Source: an optimization exercise on an open RTL-to-GDS flow (aim: small area, a short achievable clock period and few clock cycles). Production flows keep margins and buffers that such runs may drop. RTL that was checked went through simulation tests only; none was proved equivalent to the original. Power is estimated from default activity; no workload was simulated.

==> 04-03: inputs <==
==> flow/design.v (excerpt) <==
module cfc (
    input  wire         clk,
    input  wire         rst,            
    input  wire         cmd_valid,
    output wire         cmd_ready,
    input  wire [7:0]   cmd_word,
    input  wire         cmd_fmt,        
    input  wire [31:0]  cmd_id,         
    input  wire         cmd_rtr,
    input  wire [3:0]   cmd_dlc,
    input  wire [3:0]   cmd_len,
    input  wire [63:0]  cmd_data,
    input  wire [7:0]   cmd_mode,       
    input  wire [103:0] cmd_image,      
    input  wire [7:0]   cmd_byte,       
    input  wire [31:0]  cmd_cls,        
    input  wire [7:0]   cmd_index,      
    output wire         rsp_valid,
    output wire [3:0]   rsp_result,
    output wire         rsp_frame_some,
    output wire         rsp_fmt,
    output wire [28:0]  rsp_id,
    output wire         rsp_rtr,
    output wire [3:0]   rsp_dlc,
    output reg  [63:0]  rsp_data,
  ...
==> flow/config.mk <==
export PLATFORM = sky130hd
export DESIGN_NAME = cfc
export DESIGN_NICKNAME = cfc
export VERILOG_FILES = /design/flow/design.v
export SDC_FILE = /design/flow/constraint.sdc
export NUM_CORES = 4
export LEC_CHECK = 0
export CAP_MARGIN = 20
export CORE_MARGIN = 2
export CORE_UTILIZATION = 40
export SETUP_SLACK_MARGIN = 4.5
export SLEW_MARGIN = 20
==> flow/constraint.sdc <==
create_clock -name core_clock -period 8.0 [get_ports {clk}]
set_input_delay 1.6000 -clock core_clock [delete_from_list [all_inputs] [get_ports {clk}]]
set_output_delay 1.6000 -clock core_clock [all_outputs]
set_load 0.01 [all_outputs]
standard.sh (not shown) runs the stock make flow with config.mk's settings and CLKGATE_MAP_FILE= SYNTH_SCRIPT=/design/flow/synth_recipe.tcl, a recipe that flattens the netlist after the stock synthesis.
==> flow/flow/run.sh <==
#!/bin/bash
# Layout flow: the standard flow (standard.sh, unchanged synthesis),
# with the port buffers made of sky130_fd_sc_hd__buf_2 cells.
set -o pipefail
export BUFFER_PORTS_ARGS="-buffer_cell sky130_fd_sc_hd__buf_2"
bash standard.sh > standard.log 2>&1
==> 03-15: changes against 04-03 <==
--- a/flow/design.v
+++ b/flow/design.v
@@ -186,67 +186,77 @@
     reg        evph;            
     reg [4:0]  phase;
     reg        op_ss;           
     reg [2:0]  res;             
     reg        fsome;           
     reg        img_fmt, img_rtr;
     reg [3:0]  img_dlc;
-    reg [95:0] img_b;
+    reg [95:0] img_b;           
     wire [103:0] img = {img_b, img_fmt, img_rtr, 2'b00, img_dlc};
     reg [7:0]  byte_q;          
     reg [1:0]  cls_q;
     reg        ir_alc, ir_cls, ir_ri, ir_ti;    
     reg        sr7_q, rxp_q, rxw_q;             
     reg        rmc_q;                           
     reg        done_bit;
     reg        chg;             
     reg        pd_done, pd_wake, pd_frame;      
     reg        rp, rpw;         
     wire [3:0] k = bus_addr[3:0];
     wire multi = (pd_done & (pd_wake | pd_frame | chg)) |
                  (pd_wake & (pd_frame | chg)) | (pd_frame & chg);
     wire last  = ~multi & ~rpw;
-    reg        busy1;           
-    reg        one_ev;          
-    reg        rsp_ok;          
-    reg        ev_any;          
-    reg [1:0]  ev_kind_q;
-    assign cmd_ready   = ~busy1 & ~(one_ev & chg);
-    assign rsp_valid   = rsp_ok & ~(one_ev & chg);
+    assign cmd_ready   = ~acc & ~(evph & ~last);
+    assign rsp_valid   = evph & last;
     assign rsp_result  = {1'b0, res};
-    assign ev_valid    = ev_any | (evph & chg);
-    always @(*) ev_kind = ev_kind_q;
+    assign ev_valid    = evph & (pd_done | pd_wake | pd_frame | chg);
+    always @(*) begin
+        if (pd_done)       ev_kind = EV_TXDONE;
+        else if (pd_wake)  ev_kind = EV_WAKE;
+        else if (pd_frame) ev_kind = EV_FRAME;
+        else               ev_kind = EV_STATUS;
+    end
     assign ev_status    = status_word;
     assign ev_completed = done_bit;
     assign reset_pulse  = rp;
     assign cs           = acc;
     assign bus_req      = acc;
     wire [7:0] b1 = img_b[7:0];
     wire [7:0] b2 = img_b[15:8];
     wire [7:0] b3 = img_b[23:16];
     wire [7:0] b4 = img_b[31:24];
     assign rsp_frame_some = fsome;
     assign rsp_fmt  = img_fmt;
     assign rsp_rtr  = img_rtr;
     assign rsp_dlc  = img_dlc;
-    assign rsp_id   = {b1, b2, b3, b4[7:3]};
+    assign rsp_id   = img_fmt ? {b1, b2, b3, b4[7:3]} : {18'd0, b1, b2[7:5]};
     integer i;
-    always @(*) rsp_data = img_b[95:32];
+    always @(*) begin
+        for (i = 0; i < 8; i = i + 1)
+            rsp_data[8*i +: 8] = img_fmt ? img_b[8*(4+i) +: 8] : img_b[8*(2+i) +: 8];
+    end
     assign rsp_image = img;
     wire [3:0] ndata = img_rtr ? 4'd0 : img_dlc;
     reg  [7:0] dth;             
     always @(*) begin
         dth[0] = |ndata;
         dth[1] = ndata[3] | ndata[2] | ndata[1];
         dth[2] = ndata[3] | ndata[2] | (ndata[1] & ndata[0]);
         dth[3] = ndata[3] | ndata[2];
         dth[4] = ndata[3] | (ndata[2] & (ndata[1] | ndata[0]));
         dth[5] = ndata[3] | (ndata[2] & ndata[1]);
         dth[6] = ndata[3] | (ndata[2] & ndata[1] & ndata[0]);
         dth[7] = ndata[3];
+        rsp_image_wr[2:0] = 3'b111;
+        rsp_image_wr[3]   = img_fmt | dth[0];
+        rsp_image_wr[4]   = img_fmt | dth[1];
+        for (i = 5; i < 11; i = i + 1)
+            rsp_image_wr[i] = img_fmt ? dth[i-5] : dth[i-3];
+        rsp_image_wr[11]  = img_fmt & dth[6];
+        rsp_image_wr[12]  = img_fmt & dth[7];
     end
     wire [3:0] nbm1 = (img_fmt ? 4'd4 : 4'd2) + ndata;
     wire last_byte = (k != 4'd0) && (k == nbm1);
     assign rsp_status       = status_word;
     assign rsp_mode         = mode_byte;
     assign rsp_ecc_cap_some = ecc_valid;
     assign rsp_ecc_cap      = ecc_cap;
@@ -264,36 +274,14 @@
     reg  [1:0] alc_field_q;
     always @(posedge clk) begin
         ecc_name_q  <= ecc_name_d;
         alc_field_q <= alc_field_d;
         alc_idbit_q <= alc_idbit_d;
     end
     assign rsp_ecc_name  = ecc_name_q;
-    wire [3:0] c_ndata = cmd_rtr ? 4'd0 : cmd_dlc;
-    reg  [7:0] cth;
-    reg  [12:3] wr_d;
-    reg  [12:3] wr_q;
-    always @(*) begin
-        cth[0] = |c_ndata;
-        cth[1] = c_ndata[3] | c_ndata[2] | c_ndata[1];
-        cth[2] = c_ndata[3] | c_ndata[2] | (c_ndata[1] & c_ndata[0]);
-        cth[3] = c_ndata[3] | c_ndata[2];
-        cth[4] = c_ndata[3] | (c_ndata[2] & (c_ndata[1] | c_ndata[0]));
-        cth[5] = c_ndata[3] | (c_ndata[2] & c_ndata[1]);
-        cth[6] = c_ndata[3] | (c_ndata[2] & c_ndata[1] & c_ndata[0]);
-        cth[7] = c_ndata[3];
-        wr_d[3]  = cmd_fmt | cth[0];
-        wr_d[4]  = cmd_fmt | cth[1];
-        for (i = 5; i < 11; i = i + 1)
-            wr_d[i] = cmd_fmt ? cth[i-5] : cth[i-3];
-        wr_d[11] = cmd_fmt & cth[6];
-        wr_d[12] = cmd_fmt & cth[7];
-    end
-    always @(posedge clk) wr_q <= wr_d;
-    always @(*) rsp_image_wr = {wr_q, 3'b111};
     assign rsp_alc_field = alc_field_q;
     assign rsp_alc_idbit = alc_idbit_q;
     assign rsp_cls  = cls_q;
     assign rsp_byte = byte_q;
     wire       acpt  = cmd_valid & cmd_ready;
     wire [3:0] cw    = cmd_word[3:0];
     wire       legal = (cmd_word[7:4] == 4'h0) && (cw != 4'h0);
@@ -338,72 +326,29 @@
     reg        ecc_valid_n, alc_valid_n, dev_fault_n;
     reg [7:0]  ecc_cap_n, alc_cap_n;
     reg        acc_n, evph_n, op_ss_n, fsome_n;
     reg [4:0]  phase_n;
     reg [2:0]  res_n;
     reg        img_fmt_n, img_rtr_n;
     reg [3:0]  img_dlc_n;
+    reg [95:0] img_b_n;
     reg [7:0]  byte_q_n;
     reg [1:0]  cls_q_n;
     reg        ir_alc_n, ir_cls_n, ir_ri_n, ir_ti_n;
     reg        sr7_q_n, rxp_q_n, rxw_q_n, rmc_q_n, done_bit_n;
     reg        chg_n, pd_done_n, pd_wake_n, pd_frame_n, rp_n, rpw_n;
     reg        bus_we_n;
     reg [6:0]  bus_addr_n;
     reg [7:0]  bus_wdata_n;
     reg        no_chg;         
     reg        do_apply;       
     reg        chg_m;          
     wire [10:0] status_n = {bus_class_n, bus_error_n, arb_lost_n,
                             err_passive_n, data_overrun_n, err_warning_n,
                             tx_busy_n, bus_on_n, msg_waiting_n, initialized_n};
-    wire [7:0] ci1 = cmd_image[15:8];
-    wire [7:0] ci2 = cmd_image[23:16];
-    reg  [95:0] dec_b;
-    always @(*) begin
-        if (cmd_image[7])
-            dec_b = cmd_image[103:8];
-        else begin
-            dec_b[7:0]   = 8'd0;
-            dec_b[15:8]  = 8'd0;
-            dec_b[23:16] = {2'b00, ci1[7:2]};
-            dec_b[31:24] = {ci1[1:0], ci2[7:5], 3'b000};
-            dec_b[95:32] = cmd_image[87:24];
-        end
-    end
-    wire rx_wr = acc & bus_ready & (phase == P_RX_BUF);
-    reg  [95:0] img_rx;         
-    reg  [95:0] img_rx_en;      
-    always @(*) begin
-        img_rx    = {12{bus_rdata}};
-        img_rx_en = 96'd0;
-        if (img_fmt) begin
-            for (i = 1; i < 13; i = i + 1)
-                if (k == i)
-                    img_rx_en[8*(i-1) +: 8] = 8'hFF;
-        end else begin
-            img_rx[23:0]  = {2'b00, bus_rdata[7:2], 16'd0};
-            img_rx[31:24] = {bus_rdata[1:0], bus_rdata[7:5], 3'b000};
-            if (k == 4'd1)
-                img_rx_en[31:0] = 32'hC0FF_FFFF;
-            if (k == 4'd2)
-                img_rx_en[31:24] = 8'h38;
-            for (i = 5; i < 13; i = i + 1)
-                if (k == i - 2)
-                    img_rx_en[8*(i-1) +: 8] = 8'hFF;
-        end
-    end
-    always @(posedge clk) begin
-        for (i = 0; i < 96; i = i + 1) begin
-            if (cmd_ready)
-                img_b[i] <= sel_img ? dec_b[i] : enc_b[i];
-            else if (rx_wr & img_rx_en[i])
-                img_b[i] <= img_rx[i];
-        end
-    end
     reg  [7:0]   img_next;
     always @(*) begin
         img_next = 8'd0;
         for (i = 0; i < 12; i = i + 1)
             if (k == i)
                 img_next = img[8*(i+1) +: 8];
     end
@@ -488,14 +433,15 @@
         op_ss_n        = op_ss;
         fsome_n        = fsome;
         phase_n        = phase;
         res_n          = res;
         img_fmt_n      = img_fmt;
         img_rtr_n      = img_rtr;
         img_dlc_n      = img_dlc;
+        img_b_n        = img_b;
         byte_q_n       = byte_q;
         cls_q_n        = cls_q;
         ir_alc_n       = ir_alc;
         ir_cls_n       = ir_cls;
         ir_ri_n        = ir_ri;
         ir_ti_n        = ir_ti;
         sr7_q_n        = sr7_q;
@@ -530,18 +476,20 @@
                 evph_n = 1'b0;
         end
         if (cmd_ready) begin
             if (sel_img) begin
                 img_fmt_n = cmd_image[7];
                 img_rtr_n = cmd_image[6];
                 img_dlc_n = clamp8(cmd_image[3:0]);
+                img_b_n   = cmd_image[103:8];
             end else begin
                 img_fmt_n = cmd_fmt;
                 img_rtr_n = cmd_rtr;
                 img_dlc_n = cmd_dlc;
+                img_b_n   = enc_b;
             end
             byte_q_n = cmd_byte;
             cls_q_n  = cmd_class;
             op_ss_n  = (cw == OP_TRANSMIT_SS);
             fsome_n  = sel_img;
             case (cw)
                 OP_ABORT:       go_phase(P_ABORT,    1'b1, 7'd1, 8'h02);
@@ -707,14 +655,17 @@
                 end
                 P_RX_BUF: begin
                     if (k == 4'd0) begin
                         img_fmt_n = bus_rdata[7];
                         img_rtr_n = bus_rdata[6];
                         img_dlc_n = clamp8(bus_rdata[3:0]);
                     end
+                    for (i = 1; i < 13; i = i + 1)
+                        if (k == i)
+                            img_b_n[8*(i-1) +: 8] = bus_rdata;
                     if (last_byte)
                         go_phase(P_RX_RMC, 1'b0, 7'd29, 8'h00);
                     else
                         bus_addr_n = {3'b001, k + 4'd1};
                 end
                 P_RX_RMC: begin
                     rmc_q_n = |bus_rdata[4:1];
@@ -814,33 +765,14 @@
     wire not_bo = (bus_class != CLS_BUS_OFF);
     wire chg_bo = not_bo | bus_on | err_warning | err_passive;
     wire chg_ps = not_bo & ((bus_class != CLS_PASSIVE) | err_warning | ~err_passive);
     wire chg_wn = not_bo & ((bus_class != CLS_WARNING) | ~err_warning | err_passive);
     wire chg_ac = not_bo & ((bus_class != CLS_ACTIVE) | err_warning | err_passive);
     wire chg_cls = tx_bo ? chg_bo : tx_ps ? chg_ps : tx_wn ? chg_wn : chg_ac;
     wire chg_f = chg_m | (do_apply & chg_cls);
-    wire ev_ge1 = pd_done_n | pd_wake_n | pd_frame_n;
-    wire ev_ge2 = (pd_done_n & (pd_wake_n | pd_frame_n)) | (pd_wake_n & pd_frame_n);
-    always @(posedge clk) begin
-        if (rst) begin
-            busy1  <= 1'b0;
-            one_ev <= 1'b0;
-            rsp_ok <= 1'b0;
-            ev_any <= 1'b0;
-        end else begin
-            busy1  <= acc_n | (evph_n & (ev_ge2 | rpw_n));
-            one_ev <= evph_n & ev_ge1 & ~ev_ge2 & ~rpw_n;
-            rsp_ok <= evph_n & ~ev_ge2 & ~rpw_n;
-            ev_any <= evph_n & ev_ge1;
-        end
-        if (pd_done_n)       ev_kind_q <= EV_TXDONE;
-        else if (pd_wake_n)  ev_kind_q <= EV_WAKE;
-        else if (pd_frame_n) ev_kind_q <= EV_FRAME;
-        else                 ev_kind_q <= EV_STATUS;
-    end
     always @(posedge clk) begin
         if (rst) begin
             initialized  <= 1'b0;
             msg_waiting  <= 1'b0;
             bus_on       <= 1'b0;
             tx_busy      <= 1'b0;
             err_warning  <= 1'b0;
@@ -896,14 +828,15 @@
         op_ss     <= op_ss_n;
         fsome     <= fsome_n;
         phase     <= phase_n;
         res       <= res_n;
         img_fmt   <= img_fmt_n;
         img_rtr   <= img_rtr_n;
         img_dlc   <= img_dlc_n;
+        img_b     <= img_b_n;
         byte_q    <= byte_q_n;
         cls_q     <= cls_q_n;
         ir_alc    <= ir_alc_n;
         ir_cls    <= ir_cls_n;
         ir_ri     <= ir_ri_n;
         ir_ti     <= ir_ti_n;
         sr7_q     <= sr7_q_n;
==> comparison <==
Cell count: 03-15 is higher than 04-03 (about 5%).
In 03-15 the wire length is higher than in 04-03, by 15%.
In 03-15 the first-iteration DRC count is higher than in 04-03, by 25%.
Die area: 03-15 is lower than 04-03 (about 7%).
Against 04-03, the synthesized area of 03-15 is lower by 7.3%.
In 04-03 the design area is larger than in 03-15, by about 1.5%.
Sequential power is about the same in 04-03 and 03-15.
Clock skew: 04-03 is higher than 03-15 (17 ps).
Critical path depth: 04-03 is higher than 03-15 (2).
Against 04-03, the total power of 03-15 is higher by about 13%.
==> figures <==
quantity	04-03	03-15
Antenna violations before repair	4	7
Footprint of the multi-input gates	8880 µm²	9690 µm²
CP startpoint	cmd_fmt	img_fmt$_DFF_P_
Most used flip-flop cell after synthesis	edfxtp_1	dfxtp_1
CLK BUF	28	38
Most frequent cell after synthesis	nor2_1	a21oi_1
Largest area contributor in the synthesized netlist	edfxtp_1	dfxtp_1
Finished Cell Area	19300 µm²	19000 µm²
Gr usage total	32.8%	40.1%
Starting utilization of the core area	40.8%	40.3%
Number of nets in the layout	2631	2785
Number of signal-net inverters in the final layout	51	49
Multi-input combinational gate total	1397	1558
Non-filler cells, final	2852	2990
Post-placement cell count	2803	2933
Xor and xnor fraction of the mapped netlist area	0.523%	0.639%
Sequential cell count	217	201
Vertical die dimension	206 µm	198 µm
Number of flops mapped to enable cells by yosys	124	28
Sw Ratio	31.9%	37.3%
Number of standard cells after synthesis	1950	2011
Status	complete, no violations	complete, no violations
Testbench counts of 04-03, summed over its fixed seeds: cycles 93,800.
Function not checked in 03-15: the RTL went through the layout flow alone.

==> afterwards: timing with drivers on the ports <==
The results above use ideal ports. As a check the final layouts listed here were re-extracted and re-timed, cells and wires unchanged. Step 1: set_driving_cell puts a clkbuf_16 on clk and a buf_2 on each other input, an assumption about the parent block. Step 2 adds t to the input delays and takes it off the output delays; t is the mean of the earliest and latest rising clock arrival at the registers after step 1. Input paths then give back, and output paths get back, about the clock's delay inside the block. a / b / c = no drivers / after step 1 / after step 2; a / b = the first two.
| run | t, ns | setup slack, ns | hold slack, ns | pins driven straight from the clock port |
|---|---|---|---|---|
| 04-03 | 0.587 | 4.524 / 4.499 / 3.961 | 0.470 / 0.470 / 0.470 | 1 |
| 03-15 | 0.583 | 4.522 / 4.472 / 3.966 | 0.463 / 0.463 / 0.463 | 1 |
After both steps setup and hold are still met in every run listed. The setup slack of 04-03, which loses most, moves by -0.025 ns with the drivers and by -0.563 ns with both steps.
